Background: an optimization exercise with open tools, aiming at a short achievable clock period and few clock cycles. Do not read the settings as production practice. At most, simulation tests tie the RTL to the original design; equivalence was not proved. For runs 2 to 5, only the layout was checked, not whether the RTL still works. No activity file was given, so power comes from the tool's default toggle rates.

==> run.sh <==
#!/bin/bash
# synth_recipe.tcl (not shown) runs the flow's synth.tcl, then flattens the netlist and writes it again
# the make line also repeats each setting of config.mk as NAME=value (left out here)
make -C /OpenROAD-flow-scripts/flow DESIGN_CONFIG=/design/flow/config.mk WORK_HOME=/design/flow/orfs CLKGATE_MAP_FILE= SYNTH_SCRIPT=/design/flow/synth_recipe.tcl finish
==> design.v <==
module flz_decomp (
    input  wire        clk,
    input  wire        rst,         
    input  wire        start,
    input  wire        abort,
    input  wire [15:0] in_off,
    input  wire [15:0] in_len,
    output wire [15:0] in_addr,
    input  wire [7:0]  in_rdata,
    output wire        out_we,
    output wire [14:0] out_waddr,
    output wire [7:0]  out_wdata,
    output wire [14:0] out_raddr,
    input  wire [7:0]  out_rdata,
    output wire [1:0]  st,
    output reg  [1:0]  err,
    output reg  [2:0]  cause,
    output reg  [15:0] op
);
    localparam [1:0] ST_IDLE = 2'd0, ST_RUN = 2'd1, ST_DONE = 2'd2, ST_FAULT = 2'd3;
    localparam [1:0] E_NONE = 2'd0, E_UNSUPPORTED = 2'd1, E_CORRUPT = 2'd2;
    localparam [2:0] C_NONE = 3'd0, C_LEVEL = 3'd1, C_TRUNC_HDR = 3'd2, C_TRUNC_LIT = 3'd3,
                     C_TRUNC_MATCH = 3'd4, C_UNDERFLOW = 3'd5, C_OVERFLOW_LIT = 3'd6,
                     C_OVERFLOW_MATCH = 3'd7;
    localparam [2:0] T_CTRL = 3'd0, T_EXT = 3'd1, T_LO = 3'd2, T_LIT = 3'd3, T_STOP = 3'd4;
    localparam [1:0] K_LIT = 2'd0, K_MATCH = 2'd1, K_FIN = 2'd2;
    localparam [1:0] X_IDLE = 2'd0, X_LIT = 2'd1, X_COPY = 2'd2, X_FIN = 2'd3;
    localparam [1:0] D_LIT = 2'd0, D_MEM = 2'd1, D_H1 = 2'd2, D_H2 = 2'd3;
    reg  [1:0]  st_r;
    assign st = st_r;
    wire running = (st_r == ST_RUN);
    wire go      = start && !running;       
    reg  [15:0] ip;           
    reg  [15:0] fleft;        
    reg         fnz;          
    reg         f1_v;         
    reg  [5:0]  f1_tag;       
    reg  [7:0]  iq;
    reg         iq_v;
    reg  [5:0]  iq_tag;
    reg  [7:0]  lq [0:7];
    reg  [2:0]  lq_w, lq_r;
    reg  [3:0]  lq_n;
    reg  [1:0]  cq_type [0:3];
    reg  [8:0]  cq_cnt  [0:3];
    reg         cq_one  [0:3];
    reg  [14:0] cq_rp   [0:3];
    reg  [1:0]  cq_dsel [0:3];
    reg  [1:0]  cq_err  [0:3];
    reg  [2:0]  cq_cause[0:3];
    reg  [1:0]  cq_w, cq_r;
    reg  [2:0]  cq_n;
    reg  [2:0]  t_st;
    reg         t_first;
    reg         t_end;        
    reg  [4:0]  t_cnt;        
    reg  [4:0]  t_hi;
    reg  [8:0]  t_n;
    reg         k_v;
    reg  [1:0]  k_type;
    reg  [8:0]  k_n;
    reg         k_one;
    reg  [12:0] k_ofs;
    reg  [1:0]  k_err;
    reg  [2:0]  k_cause;
    reg         c_stop;
    reg  [15:0] op_p;         
    reg  [15:0] space;        
    reg  [1:0]  x_mode;
    reg  [8:0]  x_cnt;
    reg         x_last;       
    reg  [14:0] x_rp;
    reg  [1:0]  x_dsel;
    reg  [1:0]  x_err;
    reg  [2:0]  x_cause;
    reg         d_v;
    reg  [1:0]  d_sel;
    reg  [7:0]  d_lit;
    reg         w_v;
    reg  [7:0]  w_data;
    reg  [7:0]  h2;
    assign in_addr   = ip;
    assign out_raddr = x_rp;
    assign out_we    = w_v;
    assign out_waddr = op[14:0];
    assign out_wdata = w_data;
    wire [2:0]  cq_occ  = cq_n + {2'd0, k_v} + {2'd0, iq_v} + {2'd0, f1_v};
    wire [3:0]  lq_occ  = lq_n + {3'd0, iq_v} + {3'd0, f1_v};
    wire        fetch   = running && fnz && (t_st != T_STOP) &&
                          (cq_occ <= 3'd3) && (lq_occ <= 4'd7);
    wire [5:0]  f_tag   = (fleft[15:6] != 10'd0) ? 6'd63 : (fleft[5:0] - 6'd1);
    wire [2:0]  c_len   = iq[7:5];
    wire        tr_lit  = (iq_tag <= {1'b0, iq[4:0]});
    wire        tr_sm   = (iq_tag == 6'd0);
    wire        tr_lm   = (iq_tag[5:1] == 5'd0);
    wire        t_lit   = running && iq_v && (t_st == T_LIT);
    wire        t_fin   = running && (t_st == T_CTRL) && t_end && (cq_n + {2'd0, k_v} <= 3'd3);
    wire        uflow   = ({3'd0, k_ofs} >= op_p);
    wire        ovf     = (space[15:9] == 7'd0) && (space[8:0] < k_n);
    wire [14:0] k_src   = op_p[14:0] + {2'b11, ~k_ofs};
    wire        c_push  = running && k_v && !c_stop;
    wire        lq_ne   = (lq_n != 4'd0);
    wire        cq_ne   = (cq_n != 3'd0);
    wire        x_lpop  = (x_mode == X_LIT) && lq_ne;
    wire        x_free  = (x_mode == X_IDLE) || (x_last && ((x_mode == X_COPY) || x_lpop));
    wire        x_load  = running && x_free && cq_ne;
    integer i;
    always @(posedge clk) begin
        f1_v   <= fetch;
        f1_tag <= f_tag;
        iq     <= in_rdata;
        iq_v   <= f1_v;
        iq_tag <= f1_tag;
        if (fetch) begin
            ip    <= ip + 16'd1;
            fleft <= fleft - 16'd1;
            fnz   <= (fleft != 16'd1);
        end
        if (t_lit) begin
            lq[lq_w] <= iq;
            lq_w     <= lq_w + 3'd1;
        end
        if (x_lpop) lq_r <= lq_r + 3'd1;
        lq_n <= lq_n + {3'd0, t_lit} - {3'd0, x_lpop};
        k_v <= 1'b0;
        if (running) begin
            case (t_st)
                T_CTRL: begin
                    if (t_fin) begin
                        k_v     <= 1'b1;
                        k_type  <= K_FIN;
                        k_err   <= t_first ? E_CORRUPT : E_NONE;
                        k_cause <= t_first ? C_TRUNC_HDR : C_NONE;
                        t_st    <= T_STOP;
                    end else if (iq_v) begin
                        t_first <= 1'b0;
                        t_hi    <= iq[4:0];
                        k_n     <= {4'd0, iq[4:0]} + 9'd1;
                        k_one   <= (iq[4:0] == 5'd0);
                        t_cnt   <= iq[4:0];
                        t_n     <= {6'd0, c_len} + 9'd2;
                        k_err   <= E_CORRUPT;
                        k_type  <= K_FIN;
                        if (t_first && c_len != 3'd0) begin
                            k_v     <= 1'b1;
                            k_err   <= E_UNSUPPORTED;
                            k_cause <= C_LEVEL;
                            t_st    <= T_STOP;
                        end else if (c_len == 3'd0) begin
                            k_v     <= 1'b1;
                            k_cause <= C_TRUNC_LIT;
                            if (tr_lit) t_st <= T_STOP;
                            else begin
                                k_type <= K_LIT;
                                t_st   <= T_LIT;
                            end
                        end else begin
                            k_cause <= C_TRUNC_MATCH;
                            if ((c_len == 3'd7) ? tr_lm : tr_sm) begin
                                k_v  <= 1'b1;
                                t_st <= T_STOP;
                            end else
                                t_st <= (c_len == 3'd7) ? T_EXT : T_LO;
                        end
                    end
                end
                T_EXT: if (iq_v) begin
                    t_n  <= {1'b0, iq} + 9'd9;
                    t_st <= T_LO;
                end
                T_LO: if (iq_v) begin
                    k_v    <= 1'b1;
                    k_type <= K_MATCH;
                    k_n    <= t_n;
                    k_one  <= 1'b0;
                    k_ofs  <= {t_hi, iq};
                    t_st   <= T_CTRL;
                end
                T_LIT: if (iq_v) begin
                    t_cnt <= t_cnt - 5'd1;
                    if (t_cnt == 5'd0) t_st <= T_CTRL;
                end
                default: ;
            endcase
            if (iq_v && iq_tag == 6'd0) t_end <= 1'b1;
        end
        if (c_push) begin
            op_p  <= op_p + {7'd0, k_n};
            space <= space - {7'd0, k_n};
            cq_cnt[cq_w]   <= k_n;
            cq_one[cq_w]   <= k_one;
            cq_rp[cq_w]    <= k_src;
            cq_dsel[cq_w]  <= (k_ofs == 13'd0) ? D_H1 : (k_ofs == 13'd1) ? D_H2 : D_MEM;
            cq_err[cq_w]   <= k_err;
            cq_cause[cq_w] <= k_cause;
            cq_type[cq_w]  <= k_type;
            if (k_type == K_FIN) c_stop <= 1'b1;
            if (k_type == K_LIT && ovf) begin
                cq_type[cq_w]  <= K_FIN;
                cq_err[cq_w]   <= E_CORRUPT;
                cq_cause[cq_w] <= C_OVERFLOW_LIT;
                c_stop         <= 1'b1;
            end
            if (k_type == K_MATCH && (uflow || ovf)) begin
                cq_type[cq_w]  <= K_FIN;
                cq_err[cq_w]   <= E_CORRUPT;
                cq_cause[cq_w] <= uflow ? C_UNDERFLOW : C_OVERFLOW_MATCH;
                c_stop         <= 1'b1;
            end
            cq_w <= cq_w + 2'd1;
        end
        if (x_load) cq_r <= cq_r + 2'd1;
        cq_n <= cq_n + {2'd0, c_push} - {2'd0, x_load};
        w_v <= d_v;
        if (d_v) begin
            case (d_sel)
                D_LIT:   w_data <= d_lit;
                D_MEM:   w_data <= out_rdata;
                D_H1:    w_data <= w_data;
                default: w_data <= h2;
            endcase
            h2 <= w_data;
        end
        if (w_v) op <= op + 16'd1;
        d_v <= 1'b0;
        case (x_mode)
            X_COPY: begin
                d_v    <= 1'b1;
                d_sel  <= x_dsel;
                x_rp   <= x_rp + 15'd1;
                x_cnt  <= x_cnt - 9'd1;
                x_last <= (x_cnt == 9'd2);
                if (x_last) x_mode <= X_IDLE;
            end
            X_LIT: begin
                if (lq_ne) begin
                    d_v    <= 1'b1;
                    d_sel  <= D_LIT;
                    d_lit  <= lq[lq_r];
                    x_cnt  <= x_cnt - 9'd1;
                    x_last <= (x_cnt == 9'd2);
                    if (x_last) x_mode <= X_IDLE;
                end
            end
            X_FIN: begin
                if (!d_v) begin
                    st_r   <= (x_err == E_NONE) ? ST_DONE : ST_FAULT;
                    err    <= x_err;
                    cause  <= x_cause;
                    x_mode <= X_IDLE;
                end
            end
            default: ;
        endcase
        if (x_load) begin
            x_mode  <= (cq_type[cq_r] == K_LIT) ? X_LIT : (cq_type[cq_r] == K_MATCH) ? X_COPY : X_FIN;
            x_cnt   <= cq_cnt[cq_r];
            x_last  <= cq_one[cq_r];
            x_rp    <= cq_rp[cq_r];
            x_dsel  <= cq_dsel[cq_r];
            x_err   <= cq_err[cq_r];
            x_cause <= cq_cause[cq_r];
        end
        if (rst || abort || go) begin
            f1_v   <= 1'b0;
            iq_v   <= 1'b0;
            k_v    <= 1'b0;
            lq_w   <= 3'd0;
            lq_r   <= 3'd0;
            lq_n   <= 4'd0;
            cq_w   <= 2'd0;
            cq_r   <= 2'd0;
            cq_n   <= 3'd0;
            x_mode <= X_IDLE;
            d_v    <= 1'b0;
            w_v    <= 1'b0;
            t_st   <= T_STOP;
            c_stop <= 1'b1;
            fnz    <= 1'b0;
        end
        if (rst || abort) begin
            st_r  <= ST_IDLE;
            err   <= E_NONE;
            cause <= C_NONE;
            if (rst) op <= 16'd0;
        end else if (go) begin
            st_r    <= ST_RUN;
            err     <= E_NONE;
            cause   <= C_NONE;
            op      <= 16'd0;
            ip      <= in_off;
            fleft   <= in_len;
            fnz     <= (in_len != 16'd0);
            t_st    <= T_CTRL;
            t_first <= 1'b1;
            t_end   <= (in_len == 16'd0);
            c_stop  <= 1'b0;
            op_p    <= 16'd0;
            space   <= 16'd32768;
        end
    end
endmodule
==> config.mk <==
export PLATFORM = sky130hd
export DESIGN_NAME = flz_decomp
export DESIGN_NICKNAME = flz_decomp
export VERILOG_FILES = /design/flow/design.v
export SDC_FILE = /design/flow/constraint.sdc
export NUM_CORES = 4
export LEC_CHECK = 0
export CAP_MARGIN = 20
export CORE_MARGIN = 2
export CORE_UTILIZATION = 40
export SETUP_SLACK_MARGIN = 4
export SLEW_MARGIN = 20
==> constraint.sdc <==
create_clock -name core_clock -period 6.0 [get_ports {clk}]
set_input_delay 1.2000 -clock core_clock [delete_from_list [all_inputs] [get_ports {clk}]]
set_output_delay 1.2000 -clock core_clock [all_outputs]
set_load 0.01 [all_outputs]
==> impl_metrics.ini, run 1 <==
[outcome]
status = complete, no violations

[place]
gp_congestion = 0.784
portBuffers = 129
dp_hpwl_um = 29600

[critical_path]
cp_slowest_cell = edfxtp_1
r2r_cells = 11
crit_family = compound AO/OA/AOI/OAI gates
crit_path_start_kind = register
r2r_slack_ns = 3.57
rr_startpoint = k_ofs[0]$_DFFE_PP_
cpPeakStageDelay_ns = 0.45
worstSetupPathDepth = 11
cp-end-kind = register
critPathMostFrequentCell = inv_2
cp_data_required_time_ns = 6.28
worstPathArrival_ns = 2.72
path_buf_inv = 4
path_class = reg2reg
crit_chain = inv_2, ha_4, inv_2, fa_2, buf_6, a21oi_2, o21ai_2, nand2b_1, a221oi_4, buf_12, a311o_1
r2r-end = cq_cause[3][0]$_DFFE_PP_
critPathMaxFanout = 5

[sta]
fmax_ghz = 0.411
slew_violations = 0
max_slew_margin = 0.430
finalClockSkew_ns = 0.0119
tightest_slew_ns = 0.854
rsz0062_at_grt = true
final.period_utilization = 0.405
hold_ws_ns = 0.325
setup-violations-final = 0
fin_crit_ns = 2.43
setup-tns-final_ns = 0
finalHoldViolations = 0

[synthesis]
yosysUniqueCellTypes = 76
yosys.cell_count.top_type = edfxtp_1
async_flop_share = 0
synth-edff-count = 307
synth_fp_nets = 1762
synth-seq-cells = 447
synth_top_area_frac = 0.459
synthTopCellsByCount = edfxtp_1 (307), nand2_1 (178), dfxtp_1 (140), nor2_1 (111), o21ai_0 (101)
syn_inst = 1624
synth_warnings = 1
synth_area_leader_cell = edfxtp_1
synth_area_leaders = edfxtp_1 (46%), dfxtp_1 (14%), mux4_2 (5.6%)
ys_seq_area_frac = 0.598
synthesis.area_um2 = 20100
synth_area_per_cell_um2 = 12.4
ys.flop_type = edfxtp_1

[layout]
areaGrowthSynthToFinish_pct = 37.7
final_nets = 2106
num_antenna_cells = 0
drive_gt1_frac = 0.389

[power]
leakage_nw = 9.90
peakVddDrop_uv = 178
power_density_nw_per_um2 = 241

[routing]
post_drt_wl_per_cell_um = 18.7
post-route-drc-count = 0
first_pass_iters = 8
ant_nets = 0
vias = 13798
drt_iter0_drc = 719
wirelength_um = 50200
vias_per_cell = 5.15

[clock_network]
cts_buffers = 47
cts.path.max_buffers = 3
cts_sinks = 447
hold_buffers = 0
cts_tree = built
cts_root_buffer = clkbuf_16
htree_num_levels = 2
clk_latency_ns = 0.57
cts.clk_slew.worst_paths_ns = 0.06

[grt]
grt_pass1_vias = 13777
grt_pass1_wl_um = 77600
grt.overflow.total = 0
grt_max_degree = 29
grt_usage = 0.188
antenna_found_initial = 1

[floorplan]
die_x_um = 228
rows = 82
die-area_um2 = 52000
io_pins = 130
start_util = 0.403
die_h_um = 228
core_area_um2 = 49900

[flow_run]
max_cap_violations = 0

[hold_path]
hold_depth = 0
hold_end = iq_tag[5]$_DFF_P_
min_from = f1_tag[5]$_SDFF_PP1_
holdCritPathClass = reg2reg
[kinds of logic after synthesis]
logic type,share of synthesized area
adder cells (fa/ha/maj),0.0562
multiplexers,0.0691
flip-flops,0.598
buffers and inverters,0.0331
AO/OA/AOI/OAI,0.0734
AND/OR/NAND/NOR,0.121
XOR/XNOR,0.0493
[sequential cells by signal, summed over array words and instances (netlist names), 9 cells and up, named ones only]
name      cells
space        16
t_n           9
op           16
k_n           9
op_p         16
lq           64
x_rp         15
x_cnt         9
cq_cnt       36
fleft        16
cq_rp        60
k_ofs        13
ip           16
cq_cause     12
[power breakdown]
part | internal (mW) | switching, mW | leakage [nW]
clock network | 1.71 | 1.19 | 0.753
logic | 0.215 | 0.186 | 5.27
registers | 3.32 | 0.0668 | 3.87
total | 5.24 | 1.44 | 9.90
[metal layers]
metal,GRT usage,up-vias,share of wire
met5,0,-,0
met4,0.0570,0,0.020
met3,0.0261,61,0.032
met2,0.330,214,0.51
met1,0.242,6930,0.44
li1,-,6593,-
[final cells by class]
type	count	area, um2
fillers	4070	22200
repair buffers	361	3660
clock inverters	18	173
well taps	672	841
flip-flops and latches	447	12200
clock buffers	69	1360
inverters	90	348
multi-input cells	1021	9110
[placed cells by master, fill, tap and decap left out, types with 38 or more instances in the layout]
cell type and n:
dfxtp_1 79, xor2_1 49, o21ai_1 58, inv_1 67
mux4_2 50, a21oi_1 38, clkdlybuf4s50_1 48, buf_4 161
xnor2_1 42, nor2_1 89, buf_6 94, edfxtp_1 307
nand2_1 150, clkbuf_16 50, ha_1 47
[how the worst max path moves through the flow]
stage | start | end
after floorplan | lq_n[3]$_SDFF_PP0_ | cq_n[2]$_SDFF_PP0_
after global placement | abort | t_end$_DFF_P_
after detailed placement | abort | t_end$_DFF_P_
after CTS | w_data[7]$_DFFE_PP_ | out_wdata[7]
after global routing | k_ofs[0]$_DFFE_PP_ | cq_rp[1][14]$_DFFE_PP_
final | k_ofs[0]$_DFFE_PP_ | cq_cause[3][0]$_DFFE_PP_
[stage by stage]
stage	cell area, um2	total power, mW	util	instances	setup WS [ns]
final	27700	6.68	0.555	2678	3.57
after floorplan	20700	3.60	-	1624	3.26
after CTS	26700	6.69	0.536	2626	3.55
after global routing	27700	6.89	0.555	2678	3.51
after global placement	22400	3.72	0.450	2366	2.68
after detailed placement	22400	3.73	0.450	2366	2.65
[worst register-to-register path, stage by stage (launching register included)]
cell and delay (ns):
edfxtp_1 0.45, inv_2 0.11, ha_4 0.14, inv_2 0.04
fa_2 0.37, buf_6 0.13, a21oi_2 0.11, o21ai_2 0.07
nand2b_1 0.13, a221oi_4 0.09, buf_12 0.16, a311o_1 0.36
[timing repair]
action / 4_1_cts / 5_1_grt
pin swaps: 119 / 83
cloned: 18 / 0
setup endpoints to repair: 532 / 409
buffers inserted: 155 / 52
gates resized for setup: 722 / 98
Testbench counts, summed over its fixed seeds: cycles 297,313.
==> run 2, diff against run 1 <==
--- a/design.v
+++ b/design.v
@@ -35,2 +35,4 @@
     reg         fnz;          
+    reg         room_c;       
+    reg         room_l;       
     reg         f1_v;         
@@ -40,14 +42,12 @@
     reg  [5:0]  iq_tag;
-    reg  [7:0]  lq [0:7];
-    reg  [2:0]  lq_w, lq_r;
-    reg  [3:0]  lq_n;
-    reg  [1:0]  cq_type [0:3];
-    reg  [8:0]  cq_cnt  [0:3];
-    reg         cq_one  [0:3];
-    reg  [14:0] cq_rp   [0:3];
-    reg  [1:0]  cq_dsel [0:3];
-    reg  [1:0]  cq_err  [0:3];
-    reg  [2:0]  cq_cause[0:3];
-    reg  [1:0]  cq_w, cq_r;
-    reg  [2:0]  cq_n;
+    reg  [7:0]  lq [0:15];
+    reg  [3:0]  lq_w, lq_r;
+    reg  [4:0]  lq_n;
+    reg  [1:0]  cq_type [0:7];
+    reg  [8:0]  cq_cnt  [0:7];     
+    reg         cq_one  [0:7];
+    reg  [14:0] cq_rp   [0:7];
+    reg  [1:0]  cq_dsel [0:7];
+    reg  [2:0]  cq_w, cq_r;
+    reg  [3:0]  cq_n;
     reg  [2:0]  t_st;
@@ -65,2 +65,12 @@
     reg  [2:0]  k_cause;
+    reg         c1_v;
+    reg  [1:0]  c1_type;
+    reg  [8:0]  c1_n;
+    reg         c1_one;
+    reg  [14:0] c1_src;
+    reg  [1:0]  c1_dsel;
+    reg  [1:0]  c1_err;
+    reg  [2:0]  c1_cause;
+    reg         c1_uf;
+    reg         c1_ovf;
     reg         c_stop;
@@ -80,3 +90,4 @@
     reg  [7:0]  w_data;
-    reg  [7:0]  h2;
+    reg  [7:0]  h1;           
+    reg  [7:0]  h2;           
     assign in_addr   = ip;
@@ -86,6 +97,6 @@
     assign out_wdata = w_data;
-    wire [2:0]  cq_occ  = cq_n + {2'd0, k_v} + {2'd0, iq_v} + {2'd0, f1_v};
-    wire [3:0]  lq_occ  = lq_n + {3'd0, iq_v} + {3'd0, f1_v};
-    wire        fetch   = running && fnz && (t_st != T_STOP) &&
-                          (cq_occ <= 3'd3) && (lq_occ <= 4'd7);
+    wire        fetch   = running && fnz && room_c && room_l;
+    wire [3:0]  cq_occ  = cq_n + {3'd0, c1_v} + {3'd0, k_v} + {3'd0, iq_v} + {3'd0, f1_v} +
+                          {3'd0, fetch};
+    wire [4:0]  lq_occ  = lq_n + {4'd0, iq_v} + {4'd0, f1_v} + {4'd0, fetch};
     wire [5:0]  f_tag   = (fleft[15:6] != 10'd0) ? 6'd63 : (fleft[5:0] - 6'd1);
@@ -96,3 +107,3 @@
     wire        t_lit   = running && iq_v && (t_st == T_LIT);
-    wire        t_fin   = running && (t_st == T_CTRL) && t_end && (cq_n + {2'd0, k_v} <= 3'd3);
+    wire        t_fin   = running && (t_st == T_CTRL) && t_end && (cq_n + {3'd0, k_v} + {3'd0, c1_v} <= 4'd7);
     wire        uflow   = ({3'd0, k_ofs} >= op_p);
@@ -100,5 +111,5 @@
     wire [14:0] k_src   = op_p[14:0] + {2'b11, ~k_ofs};
-    wire        c_push  = running && k_v && !c_stop;
-    wire        lq_ne   = (lq_n != 4'd0);
-    wire        cq_ne   = (cq_n != 3'd0);
+    wire        c_push  = running && c1_v && !c_stop;
+    wire        lq_ne   = (lq_n != 5'd0);
+    wire        cq_ne   = (cq_n != 4'd0);
     wire        x_lpop  = (x_mode == X_LIT) && lq_ne;
@@ -106,2 +117,5 @@
     wire        x_load  = running && x_free && cq_ne;
+    wire [7:0]  d_byte  = (d_sel == D_LIT) ? d_lit :
+                          (d_sel == D_MEM) ? out_rdata :
+                          (d_sel == D_H1)  ? h1 : h2;
     integer i;
@@ -113,4 +127,6 @@
         iq_tag <= f1_tag;
+        ip     <= ip + {15'd0, fetch};
+        room_c <= (cq_occ <= 4'd7);
+        room_l <= (lq_occ <= 5'd15);
         if (fetch) begin
-            ip    <= ip + 16'd1;
             fleft <= fleft - 16'd1;
@@ -120,6 +136,6 @@
             lq[lq_w] <= iq;
-            lq_w     <= lq_w + 3'd1;
+            lq_w     <= lq_w + 4'd1;
         end
-        if (x_lpop) lq_r <= lq_r + 3'd1;
-        lq_n <= lq_n + {3'd0, t_lit} - {3'd0, x_lpop};
+        if (x_lpop) lq_r <= lq_r + 4'd1;
+        lq_n <= lq_n + {4'd0, t_lit} - {4'd0, x_lpop};
         k_v <= 1'b0;
@@ -186,41 +202,47 @@
         end
-        if (c_push) begin
+        c1_v     <= running && k_v;
+        c1_type  <= k_type;
+        c1_n     <= k_n;
+        c1_one   <= k_one;
+        c1_src   <= k_src;
+        c1_dsel  <= (k_ofs == 13'd0) ? D_H1 : (k_ofs == 13'd1) ? D_H2 : D_MEM;
+        c1_err   <= k_err;
+        c1_cause <= k_cause;
+        c1_uf    <= uflow;
+        c1_ovf   <= ovf;
+        if (k_v) begin
             op_p  <= op_p + {7'd0, k_n};
             space <= space - {7'd0, k_n};
-            cq_cnt[cq_w]   <= k_n;
-            cq_one[cq_w]   <= k_one;
-            cq_rp[cq_w]    <= k_src;
-            cq_dsel[cq_w]  <= (k_ofs == 13'd0) ? D_H1 : (k_ofs == 13'd1) ? D_H2 : D_MEM;
-            cq_err[cq_w]   <= k_err;
-            cq_cause[cq_w] <= k_cause;
-            cq_type[cq_w]  <= k_type;
-            if (k_type == K_FIN) c_stop <= 1'b1;
-            if (k_type == K_LIT && ovf) begin
+        end
+        if (c_push) begin
+            cq_cnt[cq_w]   <= c1_n;
+            cq_one[cq_w]   <= c1_one;
+            cq_rp[cq_w]    <= c1_src;
+            cq_dsel[cq_w]  <= c1_dsel;
+            cq_type[cq_w]  <= c1_type;
+            if (c1_type == K_FIN) cq_cnt[cq_w] <= {4'd0, c1_err, c1_cause};
+            if (c1_type == K_FIN) c_stop <= 1'b1;
+            if (c1_type == K_LIT && c1_ovf) begin
                 cq_type[cq_w]  <= K_FIN;
-                cq_err[cq_w]   <= E_CORRUPT;
-                cq_cause[cq_w] <= C_OVERFLOW_LIT;
+                cq_cnt[cq_w]   <= {4'd0, E_CORRUPT, C_OVERFLOW_LIT};
                 c_stop         <= 1'b1;
             end
-            if (k_type == K_MATCH && (uflow || ovf)) begin
+            if (c1_type == K_MATCH && (c1_uf || c1_ovf)) begin
                 cq_type[cq_w]  <= K_FIN;
-                cq_err[cq_w]   <= E_CORRUPT;
-                cq_cause[cq_w] <= uflow ? C_UNDERFLOW : C_OVERFLOW_MATCH;
+                cq_cnt[cq_w]   <= {4'd0, E_CORRUPT, c1_uf ? C_UNDERFLOW : C_OVERFLOW_MATCH};
                 c_stop         <= 1'b1;
             end
-            cq_w <= cq_w + 2'd1;
+            cq_w <= cq_w + 3'd1;
         end
-        if (x_load) cq_r <= cq_r + 2'd1;
-        cq_n <= cq_n + {2'd0, c_push} - {2'd0, x_load};
-        w_v <= d_v;
+        if (x_load) cq_r <= cq_r + 3'd1;
+        cq_n <= cq_n + {3'd0, c_push} - {3'd0, x_load};
+        w_v    <= d_v;
+        w_data <= d_byte;
         if (d_v) begin
-            case (d_sel)
-                D_LIT:   w_data <= d_lit;
-                D_MEM:   w_data <= out_rdata;
-                D_H1:    w_data <= w_data;
-                default: w_data <= h2;
-            endcase
-            h2 <= w_data;
+            h1 <= d_byte;
+            h2 <= h1;
         end
-        if (w_v) op <= op + 16'd1;
-        d_v <= 1'b0;
+        op <= op + {15'd0, w_v};
+        d_v  <= 1'b0;
+        x_rp <= x_rp + {14'd0, x_mode == X_COPY};
         case (x_mode)
@@ -229,3 +251,2 @@
                 d_sel  <= x_dsel;
-                x_rp   <= x_rp + 15'd1;
                 x_cnt  <= x_cnt - 9'd1;
@@ -260,4 +281,4 @@
             x_dsel  <= cq_dsel[cq_r];
-            x_err   <= cq_err[cq_r];
-            x_cause <= cq_cause[cq_r];
+            x_err   <= cq_cnt[cq_r][4:3];
+            x_cause <= cq_cnt[cq_r][2:0];
         end
@@ -267,8 +288,8 @@
             k_v    <= 1'b0;
-            lq_w   <= 3'd0;
-            lq_r   <= 3'd0;
-            lq_n   <= 4'd0;
-            cq_w   <= 2'd0;
-            cq_r   <= 2'd0;
-            cq_n   <= 3'd0;
+            lq_w   <= 4'd0;
+            lq_r   <= 4'd0;
+            lq_n   <= 5'd0;
+            cq_w   <= 3'd0;
+            cq_r   <= 3'd0;
+            cq_n   <= 4'd0;
             x_mode <= X_IDLE;
@@ -278,3 +299,6 @@
             c_stop <= 1'b1;
+            c1_v   <= 1'b0;
             fnz    <= 1'b0;
+            room_c <= 1'b0;
+            room_l <= 1'b0;
         end
@@ -293,2 +317,4 @@
             fnz     <= (in_len != 16'd0);
+            room_c  <= 1'b1;
+            room_l  <= 1'b1;
             t_st    <= T_CTRL;
==> impl_metrics.ini, run 2 <==
[outcome]
status = complete, no violations

[place]
portBuffers = 129
gp_congestion = 0.839
dp_hpwl_um = 39100
place_area_um2 = 30000

[grt]
grt_usage = 0.192
grt.overflow.total = 0
grt_pass1_vias = 17635
grt_max_degree = 41
grt_pass1_wl_um = 104000
antenna_found_initial = 1

[floorplan]
die_x_um = 267
start_util = 0.403
die_h_um = 267
die-area_um2 = 71100
rows = 96
core_area_um2 = 68500
io_pins = 130

[clock_network]
cts_tree = built
clk_latency_ns = 0.63
cts.path.max_buffers = 3
cts_sinks = 661
htree_num_levels = 3
cts.clk_slew.worst_paths_ns = 0.06
cts_root_buffer = clkbuf_16
cts_buffers = 72
hold_buffers = 0

[sta]
fmax_ghz = 0.409
fin_crit_ns = 2.45
finalHoldViolations = 0
setup-violations-final = 0
hold_ws_ns = 0.325
tightest_slew_ns = 0.796
slew_violations = 0
max_slew_margin = 0.465
setup-tns-final_ns = 0
finalClockSkew_ns = 0.0272
final.period_utilization = 0.408
rsz0062_at_grt = true

[power]
switchingPower_mw = 2.12
totalPowerFinal_mw = 10.0
power_density_nw_per_um2 = 268
power.share.sequential = 0.495
peakVddDrop_uv = 208
clkPwrFrac = 0.461
leakage_nw = 13.1
cellInternalPower_mw = 7.92
p_comb_frac = 0.043
p_sw_frac = 0.211

[layout]
fin_area_um2 = 37500
n_fill_cell = 5370
final_nets = 2528
areaGrowthSynthToFinish_pct = 35.9
final-seq-area_um2 = 18000
drive_gt1_frac = 0.407
final_common_cell = edfxtp_1
final_util = 0.548
largest_register_ffs = 128
final_cell_mix = edfxtp_1 (452), buf_4 (188), buf_6 (131), nor2_1 (122), dfxtp_1 (120)
num_antenna_cells = 0
multiInputGateArea_um2 = 11000

[critical_path]
r2r_slack_ns = 3.55
critPathMostFrequentCell = inv_2
cp_data_required_time_ns = 6.56
cpPeakStageDelay_ns = 0.35
worstPathArrival_ns = 3.01
r2r-end = lq_n[4]$_SDFF_PN0_
crit_chain = inv_2, ha_1, nor4b_4, nor2b_4, buf_12, ha_4, inv_2, ha_4, inv_2, fa_2, inv_1, a21oi_2, nor2_1, or3_1, a21oi_2
cp-end-kind = register
crit_path_start_kind = register
cp_slowest_cell = or3_1
rr_startpoint = lq_n[3]$_SDFF_PN0_
path_class = reg2reg
r2r_cells = 15
critPathMaxFanout = 2

[synthesis]
syn_inst = 1953
async_flop_share = 0
synth_area_leaders = edfxtp_1 (49%), dfxtp_1 (15%), mux4_2 (8.6%)
yosys.cell_count.top_type = edfxtp_1
synth_top_area_frac = 0.492
yosysUniqueCellTypes = 60
synth_area_leader_cell = edfxtp_1
synth-seq-cells = 661
synthTopCellsByCount = edfxtp_1 (452), dfxtp_1 (209), nor2_1 (161), nand2_1 (132), mux4_2 (106)
synth_warnings = 1
synth_area_per_cell_um2 = 14.1
ys.flop_type = edfxtp_1
synth_fp_nets = 2106
synth-edff-count = 452
synthesis.area_um2 = 27600
ys_seq_area_frac = 0.643

[routing]
wirelength_um = 70300
post_drt_wl_per_cell_um = 21.2
first_pass_iters = 5
post-route-drc-count = 0
drt_iter0_drc = 1095
ant_nets = 0
vias_per_cell = 5.29
vias = 17563

[hold_path]
hold_depth = 0
holdCritPathClass = reg2reg
min_from = f1_tag[3]$_SDFF_PP1_
hold_end = iq_tag[3]$_DFF_P_

[flow_run]
max_cap_violations = 0
run 2: logic make-up (layout without fill, tap and decap cells):
| group | Yosys count | count (layout) | share of synthesized area |
|---|---|---|---|
| simple gates | 490 | 502 | 0.0835 |
| compound gates | 243 | 243 | 0.0530 |
| xor+xnor | 127 | 127 | 0.0403 |
| buf+inv | 180 | 650 | 0.0279 |
| flops | 661 | 661 | 0.643 |
| mux | 151 | 151 | 0.103 |
| fa+ha+maj | 101 | 101 | 0.0485 |
run 2: power by group through the flow:
| stage | logic (mW) | clock network (mW) | registers (mW) |
|---|---|---|---|
| 3_3_place_gp | 0.281 | 0 | 5.08 |
| 2_1_floorplan | 0.153 | 0 | 5.07 |
| 4_1_cts | 0.399 | 4.71 | 4.97 |
| 5_1_grt | 0.469 | 4.90 | 4.98 |
| 3_5_place_dp | 0.287 | 0 | 5.09 |
| 6_report | 0.434 | 4.63 | 4.97 |
run 2: metrics by stage:
stage | instances | setup WS [ns]
floorplan | 1953 | 3.67
global placement | 2891 | 2.50
detailed placement | 2891 | 2.45
CTS | 3232 | 3.56
global route | 3317 | 3.45
finish | 3317 | 3.55
run 2: routing by layer:
layer / wire length (um) / vias to the layer above / global-route usage
li1: - / 8045 / -
met4: 1750 / 0 / 0.0551
met3: 2870 / 121 / 0.0251
met5: 0 / - / 0
met1: 29700 / 8972 / 0.251
met2: 36000 / 425 / 0.335
run 2: area by class of cell:
| class | count | area share |
|---|---|---|
| Clock inverter | 38 | 0.0136 |
| Clock buffer | 96 | 0.0531 |
| Inverter | 92 | 0.0101 |
| Multi-Input combinational cell | 1124 | 0.294 |
| Sequential cell | 661 | 0.478 |
| Timing Repair Buffer | 424 | 0.121 |
| Tap cell | 882 | 0.0294 |
run 2: how the worst max path moves through the flow:
stage	from	endpoint	slack [ns]	cells after the start
after floorplan	lq_n[2]$_SDFF_PN0_	cq_n[1]$_SDFF_PN0_	3.67	13
after global placement	abort	op_p[2]$_DFF_P_	2.50	5
after detailed placement	abort	space[6]$_DFF_P_	2.45	5
after CTS	lq_n[2]$_SDFF_PN0_	lq_n[4]$_SDFF_PN0_	3.56	15
after global routing	lq_n[3]$_SDFF_PN0_	lq_n[4]$_SDFF_PN0_	3.45	15
final	lq_n[3]$_SDFF_PN0_	lq_n[4]$_SDFF_PN0_	3.55	15
run 2: repair_timing:
action	CTS	global route
endpoints found under the setup margin	785	513
resized for setup	763	174
pin swaps	113	140
setup buffers	189	74
gates cloned	18	11
run 2: critical path, delay by kind of cell (launching register included):
| kind | cells | cell delay, ns |
|---|---|---|
| and+or+nand+nor | 4 | 0.78 |
| AOI/OAI and AO/OA | 2 | 0.22 |
| buffers and inverters | 5 | 0.34 |
| adders and majority gates | 4 | 0.73 |
| DFF | 1 | 0.33 |
==> run 3, diff against run 2 <==
--- a/design.v
+++ b/design.v
@@ -35,4 +35,4 @@
     reg         fnz;          
-    reg         room_c;       
-    reg         room_l;       
+    reg         c_le6, c_le7;   
+    reg         l_le14, l_le15;  
     reg         f1_v;         
@@ -43,4 +43,3 @@
     reg  [7:0]  lq [0:15];
-    reg  [3:0]  lq_w, lq_r;
-    reg  [4:0]  lq_n;
+    reg  [4:0]  lq_w, lq_r;   
     reg  [1:0]  cq_type [0:7];
@@ -50,4 +49,3 @@
     reg  [1:0]  cq_dsel [0:7];
-    reg  [2:0]  cq_w, cq_r;
-    reg  [3:0]  cq_n;
+    reg  [3:0]  cq_w, cq_r;
     reg  [2:0]  t_st;
@@ -97,6 +95,5 @@
     assign out_wdata = w_data;
-    wire        fetch   = running && fnz && room_c && room_l;
-    wire [3:0]  cq_occ  = cq_n + {3'd0, c1_v} + {3'd0, k_v} + {3'd0, iq_v} + {3'd0, f1_v} +
-                          {3'd0, fetch};
-    wire [4:0]  lq_occ  = lq_n + {4'd0, iq_v} + {4'd0, f1_v} + {4'd0, fetch};
+    wire        fetch   = running && fnz && (f1_v ? (c_le6 && l_le14) : (c_le7 && l_le15));
+    wire [3:0]  cq_occ  = (cq_w - cq_r) + {3'd0, c1_v} + {3'd0, k_v} + {3'd0, iq_v} + {3'd0, f1_v};
+    wire [4:0]  lq_occ  = (lq_w - lq_r) + {4'd0, iq_v} + {4'd0, f1_v};
     wire [5:0]  f_tag   = (fleft[15:6] != 10'd0) ? 6'd63 : (fleft[5:0] - 6'd1);
@@ -107,3 +104,3 @@
     wire        t_lit   = running && iq_v && (t_st == T_LIT);
-    wire        t_fin   = running && (t_st == T_CTRL) && t_end && (cq_n + {3'd0, k_v} + {3'd0, c1_v} <= 4'd7);
+    wire        t_fin   = running && (t_st == T_CTRL) && t_end && c_le7;
     wire        uflow   = ({3'd0, k_ofs} >= op_p);
@@ -112,4 +109,4 @@
     wire        c_push  = running && c1_v && !c_stop;
-    wire        lq_ne   = (lq_n != 5'd0);
-    wire        cq_ne   = (cq_n != 4'd0);
+    wire        lq_ne   = (lq_w != lq_r);
+    wire        cq_ne   = (cq_w != cq_r);
     wire        x_lpop  = (x_mode == X_LIT) && lq_ne;
@@ -128,4 +125,6 @@
         ip     <= ip + {15'd0, fetch};
-        room_c <= (cq_occ <= 4'd7);
-        room_l <= (lq_occ <= 5'd15);
+        c_le6  <= (cq_occ <= 4'd6);
+        c_le7  <= (cq_occ <= 4'd7);
+        l_le14 <= (lq_occ <= 5'd14);
+        l_le15 <= (lq_occ <= 5'd15);
         if (fetch) begin
@@ -135,7 +134,6 @@
         if (t_lit) begin
-            lq[lq_w] <= iq;
-            lq_w     <= lq_w + 4'd1;
+            lq[lq_w[3:0]] <= iq;
+            lq_w     <= lq_w + 5'd1;
         end
-        if (x_lpop) lq_r <= lq_r + 4'd1;
-        lq_n <= lq_n + {4'd0, t_lit} - {4'd0, x_lpop};
+        lq_r <= lq_r + {4'd0, x_lpop};
         k_v <= 1'b0;
@@ -217,12 +215,12 @@
         if (c_push) begin
-            cq_cnt[cq_w]   <= c1_n;
-            cq_one[cq_w]   <= c1_one;
-            cq_rp[cq_w]    <= c1_src;
-            cq_dsel[cq_w]  <= c1_dsel;
-            cq_type[cq_w]  <= c1_type;
-            if (c1_type == K_FIN) cq_cnt[cq_w] <= {4'd0, c1_err, c1_cause};
+            cq_cnt[cq_w[2:0]]   <= c1_n;
+            cq_one[cq_w[2:0]]   <= c1_one;
+            cq_rp[cq_w[2:0]]    <= c1_src;
+            cq_dsel[cq_w[2:0]]  <= c1_dsel;
+            cq_type[cq_w[2:0]]  <= c1_type;
+            if (c1_type == K_FIN) cq_cnt[cq_w[2:0]] <= {4'd0, c1_err, c1_cause};
             if (c1_type == K_FIN) c_stop <= 1'b1;
             if (c1_type == K_LIT && c1_ovf) begin
-                cq_type[cq_w]  <= K_FIN;
-                cq_cnt[cq_w]   <= {4'd0, E_CORRUPT, C_OVERFLOW_LIT};
+                cq_type[cq_w[2:0]]  <= K_FIN;
+                cq_cnt[cq_w[2:0]]   <= {4'd0, E_CORRUPT, C_OVERFLOW_LIT};
                 c_stop         <= 1'b1;
@@ -230,10 +228,9 @@
             if (c1_type == K_MATCH && (c1_uf || c1_ovf)) begin
-                cq_type[cq_w]  <= K_FIN;
-                cq_cnt[cq_w]   <= {4'd0, E_CORRUPT, c1_uf ? C_UNDERFLOW : C_OVERFLOW_MATCH};
+                cq_type[cq_w[2:0]]  <= K_FIN;
+                cq_cnt[cq_w[2:0]]   <= {4'd0, E_CORRUPT, c1_uf ? C_UNDERFLOW : C_OVERFLOW_MATCH};
                 c_stop         <= 1'b1;
             end
-            cq_w <= cq_w + 3'd1;
+            cq_w <= cq_w + 4'd1;
         end
-        if (x_load) cq_r <= cq_r + 3'd1;
-        cq_n <= cq_n + {3'd0, c_push} - {3'd0, x_load};
+        cq_r <= cq_r + {3'd0, x_load};
         w_v    <= d_v;
@@ -259,3 +256,3 @@
                     d_sel  <= D_LIT;
-                    d_lit  <= lq[lq_r];
+                    d_lit  <= lq[lq_r[3:0]];
                     x_cnt  <= x_cnt - 9'd1;
@@ -276,9 +273,9 @@
         if (x_load) begin
-            x_mode  <= (cq_type[cq_r] == K_LIT) ? X_LIT : (cq_type[cq_r] == K_MATCH) ? X_COPY : X_FIN;
-            x_cnt   <= cq_cnt[cq_r];
-            x_last  <= cq_one[cq_r];
-            x_rp    <= cq_rp[cq_r];
-            x_dsel  <= cq_dsel[cq_r];
-            x_err   <= cq_cnt[cq_r][4:3];
-            x_cause <= cq_cnt[cq_r][2:0];
+            x_mode  <= (cq_type[cq_r[2:0]] == K_LIT) ? X_LIT : (cq_type[cq_r[2:0]] == K_MATCH) ? X_COPY : X_FIN;
+            x_cnt   <= cq_cnt[cq_r[2:0]];
+            x_last  <= cq_one[cq_r[2:0]];
+            x_rp    <= cq_rp[cq_r[2:0]];
+            x_dsel  <= cq_dsel[cq_r[2:0]];
+            x_err   <= cq_cnt[cq_r[2:0]][4:3];
+            x_cause <= cq_cnt[cq_r[2:0]][2:0];
         end
@@ -288,8 +285,6 @@
             k_v    <= 1'b0;
-            lq_w   <= 4'd0;
-            lq_r   <= 4'd0;
-            lq_n   <= 5'd0;
-            cq_w   <= 3'd0;
-            cq_r   <= 3'd0;
-            cq_n   <= 4'd0;
+            lq_w   <= 5'd0;
+            lq_r   <= 5'd0;
+            cq_w   <= 4'd0;
+            cq_r   <= 4'd0;
             x_mode <= X_IDLE;
@@ -301,4 +296,6 @@
             fnz    <= 1'b0;
-            room_c <= 1'b0;
-            room_l <= 1'b0;
+            c_le6  <= 1'b0;
+            c_le7  <= 1'b0;
+            l_le14 <= 1'b0;
+            l_le15 <= 1'b0;
         end
@@ -317,4 +314,6 @@
             fnz     <= (in_len != 16'd0);
-            room_c  <= 1'b1;
-            room_l  <= 1'b1;
+            c_le6   <= 1'b1;
+            c_le7   <= 1'b1;
+            l_le14  <= 1'b1;
+            l_le15  <= 1'b1;
             t_st    <= T_CTRL;
==> impl_metrics.ini, run 3 <==
[layout]
areaGrowthSynthToFinish_pct = 32.5
drive_gt1_frac = 0.359
num_antenna_cells = 0
finalNonFillerCells = 3266
final_cell_mix = edfxtp_1 (452), nand2_1 (157), buf_4 (151), nor2_1 (124), dfxtp_1 (120)
fin_area_um2 = 36400
n_fill_cell = 5463
final_common_cell = edfxtp_1
final_nets = 2474
final_util = 0.533
largest_register_ffs = 128

[synthesis]
synth_fp_nets = 2125
synthTopCellsByCount = edfxtp_1 (452), dfxtp_1 (203), nand2_1 (175), nor2_1 (174), mux4_2 (102)
yosysUniqueCellTypes = 70
synth_warnings = 1
synth_area_leader_cell = edfxtp_1
synth_area_per_cell_um2 = 13.9
async_flop_share = 0
ys.flop_type = edfxtp_1
ys_seq_area_frac = 0.642
synth_top_area_frac = 0.494
synth-edff-count = 452
syn_inst = 1975
synth-seq-cells = 655
synthesis.area_um2 = 27500
synth_area_leaders = edfxtp_1 (49%), dfxtp_1 (15%), mux4_2 (8.4%)
yosys.cell_count.top_type = edfxtp_1

[place]
place_area_um2 = 30000
dp.cells = 2920
portBuffers = 129
gp_congestion = 0.778
dp_hpwl_um = 38000
dp_slack_ns = 2.38

[grt]
grt_usage = 0.185
grt_pass1_wl_um = 99800
grt.overflow.total = 0
antenna_found_initial = 1
grt_max_degree = 62
grt_pass1_vias = 17227

[routing]
post_drt_wl_per_cell_um = 20.8
first_pass_iters = 5
vias = 17223
drt_iter0_drc = 1203
ant_nets = 0
wirelength_um = 68000
vias_per_cell = 5.27
post-route-drc-count = 0

[floorplan]
die-area_um2 = 70700
io_pins = 130
rows = 96
die_x_um = 266
core_area_um2 = 68200
die_h_um = 266
start_util = 0.402

[critical_path]
cp_slowest_cell = fa_1
worstPathArrival_ns = 2.89
critPathMaxFanout = 2
cpPeakStageDelay_ns = 0.42
crit_chain = inv_6, ha_4, fa_1, fa_2, fa_2, xor2_1, o41a_1
path_buf_inv = 1
crit_family = adder cells
critPathMostFrequentCell = fa_2
r2r_cells = 7
cp-end-kind = register
path_class = reg2reg
worstSetupPathDepth = 7
cp_data_required_time_ns = 6.50
crit_path_start_kind = register

[sta]
final.period_utilization = 0.398
slew_violations = 0
finalHoldViolations = 0
hold_ws_ns = 0.325
fmax_ghz = 0.419
finalClockSkew_ns = 0.0254
setup-tns-final_ns = 0
tightest_slew_ns = 0.801
fin_crit_ns = 2.39
setup_slack_ns = 3.61
max_slew_margin = 0.465
setup-violations-final = 0
rsz0062_at_grt = true

[power]
power_density_nw_per_um2 = 270
leakage_nw = 12.6
totalPowerFinal_mw = 9.81
peakVddDrop_uv = 187

[hold_path]
holdCritPathClass = reg2reg
hold_depth = 0

[clock_network]
cts.clk_slew.worst_paths_ns = 0.06
cts_buffers = 72
hold_buffers = 0
clk_latency_ns = 0.62
cts_sinks = 655
htree_num_levels = 3
cts.path.max_buffers = 3
cts_tree = built
cts_root_buffer = clkbuf_16

[flow_run]
max_cap_violations = 0

[outcome]
status = complete, no violations
## run 3: final timing paths
check	from	endpoint	slack, ns
setup / recovery	iq_v$_SDFF_PN0_	c_le6$_DFF_P_	3.61
hold / removal	f1_tag[1]$_SDFF_PP1_	iq_tag[1]$_DFF_P_	0.32
setup reg to reg	iq_v$_SDFF_PN0_	c_le6$_DFF_P_	3.61
hold reg to reg	f1_tag[1]$_SDFF_PP1_	iq_tag[1]$_DFF_P_	0.32
## run 3: cell type report
type	instances	area, um2	share of cell area
sequential	655	17900	0.491
multi-input combinational	1162	10800	0.297
timing repair buffer	351	3870	0.106
clock buffer	97	1980	0.0543
tap	882	1100	0.0303
clock inverter	37	428	0.0118
inverter	82	348	0.00956
## run 3: cell families after synthesis
| kind of cell | share of synthesized area |
|---|---|
| flops | 0.642 |
| xor+xnor | 0.0404 |
| simple gates | 0.0940 |
| mux | 0.0974 |
| buf+inv | 0.0264 |
| fa+ha+maj | 0.0469 |
| compound gates | 0.0525 |
## run 3: power by group
part	internal (mW)	switching, mW	leakage [nW]
sequential	4.85	0.0667	5.70
combinational	0.226	0.202	5.77
clock	2.64	1.82	1.16
total	7.72	2.09	12.6
## run 3: worst reg2reg max path, cell delays in order (launching register included)
cell     delay [ns]
dfxtp_4        0.37
inv_6          0.04
ha_4           0.26
fa_1           0.42
fa_2           0.38
fa_2           0.36
xor2_1         0.15
o41a_1         0.30
## run 3: what timing repair did
| action | 4_1_cts | 5_1_grt |
|---|---|---|
| resized for setup | 706 | 166 |
| cloned | 15 | 12 |
| endpoints found under the setup margin | 755 | 486 |
| buffers inserted | 141 | 44 |
| pin swaps | 65 | 68 |
## run 3: routing by layer
metal / vias up / GRT usage / share of wire
met4: 0 / 0.0720 / 0.028
met3: 116 / 0.0312 / 0.050
met1: 8642 / 0.238 / 0.41
li1: 8016 / - / -
met2: 449 / 0.314 / 0.51
met5: - / 0 / 0
==> run 4, diff against run 3 <==
--- a/design.v
+++ b/design.v
@@ -35,4 +35,6 @@
     reg         fnz;          
-    reg         c_le6, c_le7;   
-    reg         l_le14, l_le15;  
+    reg  [3:0]  c_occ;        
+    reg  [4:0]  l_occ;        
+    reg         c_le5, c_le6, c_le7;     
+    reg         l_le13, l_le14, l_le15;  
     reg         f1_v;         
@@ -95,3 +97,5 @@
     assign out_wdata = w_data;
-    wire        fetch   = running && fnz && (f1_v ? (c_le6 && l_le14) : (c_le7 && l_le15));
+    wire        fetch   = running && fnz &&
+                          ((iq_v && f1_v)  ? (c_le5 && l_le13) :
+                           (iq_v || f1_v)  ? (c_le6 && l_le14) : (c_le7 && l_le15));
     wire [3:0]  cq_occ  = (cq_w - cq_r) + {3'd0, c1_v} + {3'd0, k_v} + {3'd0, iq_v} + {3'd0, f1_v};
@@ -125,6 +129,10 @@
         ip     <= ip + {15'd0, fetch};
-        c_le6  <= (cq_occ <= 4'd6);
-        c_le7  <= (cq_occ <= 4'd7);
-        l_le14 <= (lq_occ <= 5'd14);
-        l_le15 <= (lq_occ <= 5'd15);
+        c_occ  <= cq_occ;
+        l_occ  <= lq_occ;
+        c_le5  <= (c_occ <= 4'd5);
+        c_le6  <= (c_occ <= 4'd6);
+        c_le7  <= (c_occ <= 4'd7);
+        l_le13 <= (l_occ <= 5'd13);
+        l_le14 <= (l_occ <= 5'd14);
+        l_le15 <= (l_occ <= 5'd15);
         if (fetch) begin
@@ -296,4 +304,8 @@
             fnz    <= 1'b0;
+            c_occ  <= 4'd0;
+            l_occ  <= 5'd0;
+            c_le5  <= 1'b0;
             c_le6  <= 1'b0;
             c_le7  <= 1'b0;
+            l_le13 <= 1'b0;
             l_le14 <= 1'b0;
@@ -314,4 +326,6 @@
             fnz     <= (in_len != 16'd0);
+            c_le5   <= 1'b1;
             c_le6   <= 1'b1;
             c_le7   <= 1'b1;
+            l_le13  <= 1'b1;
             l_le14  <= 1'b1;
==> impl_metrics.ini, run 4 <==
[power]
totalPowerFinal_mw = 9.65
clkPwrFrac = 0.439
switchingPower_mw = 2.09
leakage_nw = 12.8
power_density_nw_per_um2 = 263
cellInternalPower_mw = 7.56
p_sw_frac = 0.217
peakVddDrop_uv = 179
p_comb_frac = 0.043
power.share.sequential = 0.518

[outcome]
status = complete, no violations

[critical_path]
cp_data_required_time_ns = 6.50
crit_path_start_kind = register
critPathMaxFanout = 3
cp-end-kind = register
worstPathArrival_ns = 2.84
path_class = reg2reg
r2r_slack_ns = 3.66

[layout]
final_nets = 2528
areaGrowthSynthToFinish_pct = 31.6
largest_register_ffs = 128
num_antenna_cells = 0
final_util = 0.534
finalNonFillerCells = 3368
final_common_cell = edfxtp_1
final_cell_mix = edfxtp_1 (452), nand2_1 (167), buf_4 (142), nor2_1 (127), dfxtp_1 (123)
drive_gt1_frac = 0.343

[routing]
vias = 17828
ant_nets = 0
wirelength_um = 69900
wl_met3_um = 3410
post-route-drc-count = 0
first_pass_iters = 5
vias_per_cell = 5.29
post_drt_wl_per_cell_um = 20.8
routed-wl-met2_um = 34300
drt_iter0_drc = 1277
wl_met1_um = 30000
routed.top_layer = met4

[place]
gp_congestion = 0.821
dp.cells = 3015
dp_hpwl_um = 40100
portBuffers = 129
dp_slack_ns = 2.18

[synthesis]
yosysUniqueCellTypes = 67
synth_warnings = 1
synth-edff-count = 452
synth-seq-cells = 666
synthTopCellsByCount = edfxtp_1 (452), dfxtp_1 (214), nand2_1 (181), nor2_1 (171), mux4_2 (106)
synth_fp_nets = 2180
ys.flop_type = edfxtp_1
ys_seq_area_frac = 0.640
synth_area_leaders = edfxtp_1 (49%), dfxtp_1 (15%), mux4_2 (8.6%)
yosys.cell_count.top_type = edfxtp_1
synth_area_leader_cell = edfxtp_1
syn_inst = 2030
synth_top_area_frac = 0.487
async_flop_share = 0
synth_area_per_cell_um2 = 13.7
synthesis.area_um2 = 27900

[sta]
max_slew_margin = 0.438
fin_crit_ns = 2.34
final.period_utilization = 0.389
setup-tns-final_ns = 0
slew_violations = 0
tightest_slew_ns = 0.843
rsz0062_at_grt = true
setup_slack_ns = 3.66
setup-violations-final = 0
finalClockSkew_ns = 0.0350
finalHoldViolations = 0
fmax_ghz = 0.428

[grt]
grt_pass1_vias = 17922
grt_usage = 0.190
antenna_found_initial = 0
grt_max_degree = 51
grt_pass1_wl_um = 104000
grt.overflow.total = 0

[floorplan]
die-area_um2 = 71900
rows = 96
die_h_um = 268
io_pins = 130
core_area_um2 = 68800
die_x_um = 268
start_util = 0.405

[clock_network]
cts_root_buffer = clkbuf_16
htree_num_levels = 3
clk_latency_ns = 0.63
hold_buffers = 0
cts.path.max_buffers = 3
cts.clk_slew.worst_paths_ns = 0.06
cts_buffers = 71
cts_sinks = 666
cts_tree = built

[flow_run]
max_cap_violations = 0

[hold_path]
holdCritPathClass = reg2reg
run 4: changes by cell type after synthesis, sizes merged, moves of 5 or more:
cell   change
a21oi      +9
nor3       +6
nand2      +6
or4        +6
dfxtp     +11
a31oi      +5
and2      +11
mux2i      -5
xor2      -12
run 4: worst paths after layout:
kind,startpoint,endpoint,cells after the start
hold / removal,f1_tag[5]$_SDFF_PP1_,iq_tag[5]$_DFF_P_,0
setup / recovery,k_n[0]$_DFFE_PP_,space[14]$_DFF_P_,9
setup reg to reg,k_n[0]$_DFFE_PP_,space[14]$_DFF_P_,9
hold reg to reg,f1_tag[5]$_SDFF_PP1_,iq_tag[5]$_DFF_P_,0
run 4: layer usage:
metal,global-route usage,vias up
met1,0.252,9040
met2,0.316,442
li1,-,8230
met3,0.0316,116
met4,0.0687,0
met5,0,-
run 4: layout make-up:
| class | instances | area, um2 |
|---|---|---|
| clock inverters | 35 | 267 |
| multi-input cells | 1202 | 11000 |
| inverters | 82 | 324 |
| clock buffers | 97 | 1980 |
| repair buffers | 355 | 3910 |
| well taps | 931 | 1160 |
| fillers | 5570 | 32100 |
| flip-flops and latches | 666 | 18100 |
run 4: critical path, cell delays in order, from the launching register on:
cell and delay, ns:
edfxtp_1 0.42, ha_2 0.22, inv_2 0.04, fa_2 0.34, a21o_1 0.20, a21oi_4 0.17, nor4_1 0.06, or4_1 0.55
mux2i_1 0.16, nand3_1 0.08
run 4: cell families (layout without fill, tap and decap cells):
group / after synthesis / count (layout) / share of synthesized area
AOI/OAI and AO/OA: 262 / 263 / 0.0574
xor gates and xnor gates: 117 / 117 / 0.0372
adders and majority gates: 98 / 98 / 0.0461
buffers and inverters: 172 / 569 / 0.0261
DFF: 666 / 666 / 0.640
muxes: 134 / 134 / 0.0957
and+or+nand+nor: 581 / 590 / 0.0975
run 4: power by group through the flow:
stage | clock network (mW) | registers (mW) | logic [mW]
final | 4.24 | 5.00 | 0.416
after global routing | 4.50 | 5.01 | 0.449
after CTS | 4.33 | 5.00 | 0.379
after detailed placement | 0 | 5.11 | 0.293
after global placement | 0 | 5.11 | 0.287
after floorplan | 0 | 5.10 | 0.151
run 4: timing repair:
action | in CTS | in global routing
resized for setup | 681 | 148
endpoints found under the setup margin | 765 | 477
cloned | 14 | 8
setup buffers | 158 | 41
pin swaps | 78 | 74
run 4: through the flow:
stage / hold WS, ns / cell area, um2
floorplan: 0.310 / 28700
global placement: 0.318 / 30600
detailed placement: 0.316 / 30600
CTS: 0.329 / 35600
global route: 0.340 / 36700
finish: 0.330 / 36700
==> run 5, diff against run 4 <==
--- a/config.mk
+++ b/config.mk
@@ -9,3 +9,5 @@
 export CORE_MARGIN = 2
-export CORE_UTILIZATION = 40
+export CORE_UTILIZATION = 60
+export CTS_CLUSTER_DIAMETER = 80
+export CTS_CLUSTER_SIZE = 24
 export SETUP_SLACK_MARGIN = 4
==> impl_metrics.ini, run 5 <==
[routing]
post-route-drc-count = 0
wirelength_um = 69500
vias = 17840
post_drt_wl_per_cell_um = 23.1
vias_per_cell = 5.93
drt_iter0_drc = 1294
ant_nets = 0
first_pass_iters = 5

[sta]
max_slew_margin = 0.498
finalClockSkew_ns = 0.0279
fin_crit_ns = 2.39
setup-violations-final = 0
fmax_ghz = 0.418
final.period_utilization = 0.399
slew_violations = 0
rsz0062_at_grt = true
tightest_slew_ns = 0.753
setup_slack_ns = 3.61
finalHoldViolations = 0
setup-tns-final_ns = 0

[synthesis]
synth-seq-cells = 666
yosys.cell_count.top_type = edfxtp_1
synth_fp_nets = 2180
synth_top_area_frac = 0.487
synthTopCellsByCount = edfxtp_1 (452), dfxtp_1 (214), nand2_1 (181), nor2_1 (171), mux4_2 (106)
synth_area_per_cell_um2 = 13.7
ys.flop_type = edfxtp_1
synth_top_family_by_area = simple AND/OR/NAND/NOR gates
synthesis.area_um2 = 27900
synth_fa_ha_area_frac = 0.0461
ys_seq_area_frac = 0.640
synth_area_leaders = edfxtp_1 (49%), dfxtp_1 (15%), mux4_2 (8.6%)
synth_xor_area_frac = 0.0372
yosysUniqueCellTypes = 67
synth_area_leader_cell = edfxtp_1
synth-simple-area-share = 0.0975
synth_warnings = 1
syn_inst = 2030
synth-compound-area-share = 0.0574
async_flop_share = 0
synth_mux_area_frac = 0.0957
synth-edff-count = 452

[grt]
grt_max_degree = 48
grt_pass1_wl_um = 101000
antenna_found_initial = 0
grt.overflow.total = 0
grt_usage = 0.278
grt_pass1_vias = 17308

[critical_path]
r2r_cells = 8
r2r-end = space[15]$_DFF_P_
critPathMaxFanout = 5
r2r_slack_ns = 3.61
cp-end-kind = register
crit_path_start_kind = register
worstPathArrival_ns = 2.91
crit_start = k_n[1]$_DFFE_PP_
cp_slowest_cell = or4_1
crit_chain = inv_2, ha_4, nor2b_4, o21a_1, o21a_2, o41a_1, or4_1, nand3_1
cp_data_required_time_ns = 6.51
critPathCapture = space[15]$_DFF_P_
path_class = reg2reg
cpPeakStageDelay_ns = 0.49
rr_startpoint = k_n[1]$_DFFE_PP_

[clock_network]
htree_num_levels = 2
clk_latency_ns = 0.60
cts_buffers = 37
cts_root_buffer = clkbuf_16
cts.clk_slew.worst_paths_ns = 0.10
hold_buffers = 0
cts_tree = built
cts_sinks = 666
cts.path.max_buffers = 3

[hold_path]
min_from = f1_tag[1]$_SDFF_PP1_
holdCritPathClass = reg2reg

[place]
dp_slack_ns = 2.32
portBuffers = 129
place_area_um2 = 30200
gp_congestion = 0.805
dp_hpwl_um = 38600

[layout]
n_fill_cell = 2694
areaGrowthSynthToFinish_pct = 27.6
final_util = 0.769
final_cell_mix = edfxtp_1 (452), buf_4 (173), nand2_1 (164), dfxtp_1 (124), nor2_1 (123)
num_antenna_cells = 0
drive_gt1_frac = 0.351
final_nets = 2520
fin_area_um2 = 35600
final_common_cell = edfxtp_1
largest_register_ffs = 128

[flow_run]
max_cap_violations = 0

[floorplan]
die-area_um2 = 48200
io_pins = 130
die_h_um = 220
die_x_um = 220
core_area_um2 = 46300
rows = 79
start_util = 0.603

[power]
p_sw_frac = 0.217
power.share.sequential = 0.604
leakage_nw = 12.5
clkPwrFrac = 0.342
p_comb_frac = 0.054
cellInternalPower_mw = 6.47
switchingPower_mw = 1.80
peakVddDrop_uv = 340
power_density_nw_per_um2 = 232

[outcome]
status = complete, no violations
run 5: cell count changes in the layout (fill, tap and decap cells not counted), sizes merged:
cell,previous run,this run
nor2,176,177
bufinv,2,1
clkinvlp,3,1
clkbuf,105,63
nor3,45,44
inv,84,89
buf,296,323
clkinv,28,5
nand2,182,181
bufbuf,3,2
run 5: worst min-delay path by stage:
stage,to,slack [ns],cells after the start
floorplan,iq_tag[0]$_DFF_P_,0.31,0
global placement,iq_tag[0]$_DFF_P_,0.31,0
detailed placement,iq_tag[1]$_DFF_P_,0.31,0
CTS,iq_tag[1]$_DFF_P_,0.33,0
global route,iq_tag[0]$_DFF_P_,0.34,0
finish,iq_tag[1]$_DFF_P_,0.33,0
run 5: logic make-up after synthesis:
logic type,after synthesis
xor+xnor,117
mux,134
flops,666
buf+inv,172
compound gates,262
simple gates,581
fa+ha+maj,98
run 5: cell type report:
class,instances,area [um2],area share
inverters,82,332,0.00932
repair buffers,382,4120,0.116
clock buffers,54,1050,0.0296
well taps,607,759,0.0213
clock inverters,14,156,0.00439
multi-input cells,1201,11100,0.312
flip-flops and latches,666,18100,0.508
run 5: timing repair:
action | 4_1_cts | 5_1_grt
setup buffers | 155 | 66
cloned | 17 | 8
pin swaps | 79 | 107
gates resized for setup | 662 | 194
endpoints found under the setup margin | 755 | 534
run 5: per-layer routing:
metal,wire [um],share of wire,vias to the layer above,track usage
met5,0,0,-,0
met2,36100,0.52,508,0.484
met1,28100,0.41,9050,0.376
met4,1910,0.027,0,0.0620
li1,-,-,8174,-
met3,3340,0.048,108,0.0346
run 5: power groups by stage:
stage                     logic, mW  registers [mW]  clock network, mW
after global routing          0.479            5.00               3.02
after detailed placement      0.297            5.11                  0
after global placement        0.292            5.11                  0
after CTS                     0.394            4.99               2.87
final                         0.446            4.99               2.83
after floorplan               0.151            5.10                  0
run 5: metrics by stage:
stage | instances | hold WS, ns | power [mW]
after detailed placement | 2692 | 0.313 | 5.41
after CTS | 2932 | 0.335 | 8.25
after floorplan | 2030 | 0.310 | 5.25
final | 3006 | 0.332 | 8.26
after global routing | 3006 | 0.341 | 8.50
after global placement | 2692 | 0.312 | 5.40
run 5: critical path: cells and delay by family, from the launching register on:
kind | cells | cell delay, ns
AOI/OAI and AO/OA | 3 | 0.82
DFF | 1 | 0.47
buffers and inverters | 1 | 0.12
and+or+nand+nor | 3 | 0.69
adders and majority gates | 1 | 0.20

==> separate check: timing with driven ports <==
Ports are ideal in the flow. The routed layouts listed here were re-timed in OpenROAD.
Step 1, drivers: a clkbuf_16 drives clk and a buf_2 each remaining input, both assumed.
Step 2 times the ports against the registers' clock, not the clock port: input delays grow and output delays shrink by t, the midpoint of the rising clock arrivals with the driver on.
Slacks: ideal ports / drivers / drivers and shift; pairs: ideal ports / drivers.
run | t (ns) | slack for setup (ns) | clock arrival spread, ns | worst slew at a driven data input, ns | cell pins on the clock port's net
run 1 | 0.628 | 3.568 / 3.513 / 3.296 | 0.014 / 0.014 | 0.05 | 1
run 2 | 0.680 | 3.552 / 3.552 / 3.332 | 0.032 / 0.032 | 0.05 | 1
run 3 | 0.670 | 3.614 / 3.614 / 3.306 | 0.026 / 0.026 | 0.11 | 1
run 4 | 0.677 | 3.664 / 3.636 / 3.429 | 0.036 / 0.036 | 0.03 | 1
run 5 | 0.643 | 3.608 / 3.608 / 3.412 | 0.029 / 0.029 | 0.06 | 1
After both steps every run listed still meets setup and hold. The setup slack of run 3, which loses most, moves by 0.000 ns with the drivers and by -0.308 ns with both steps.
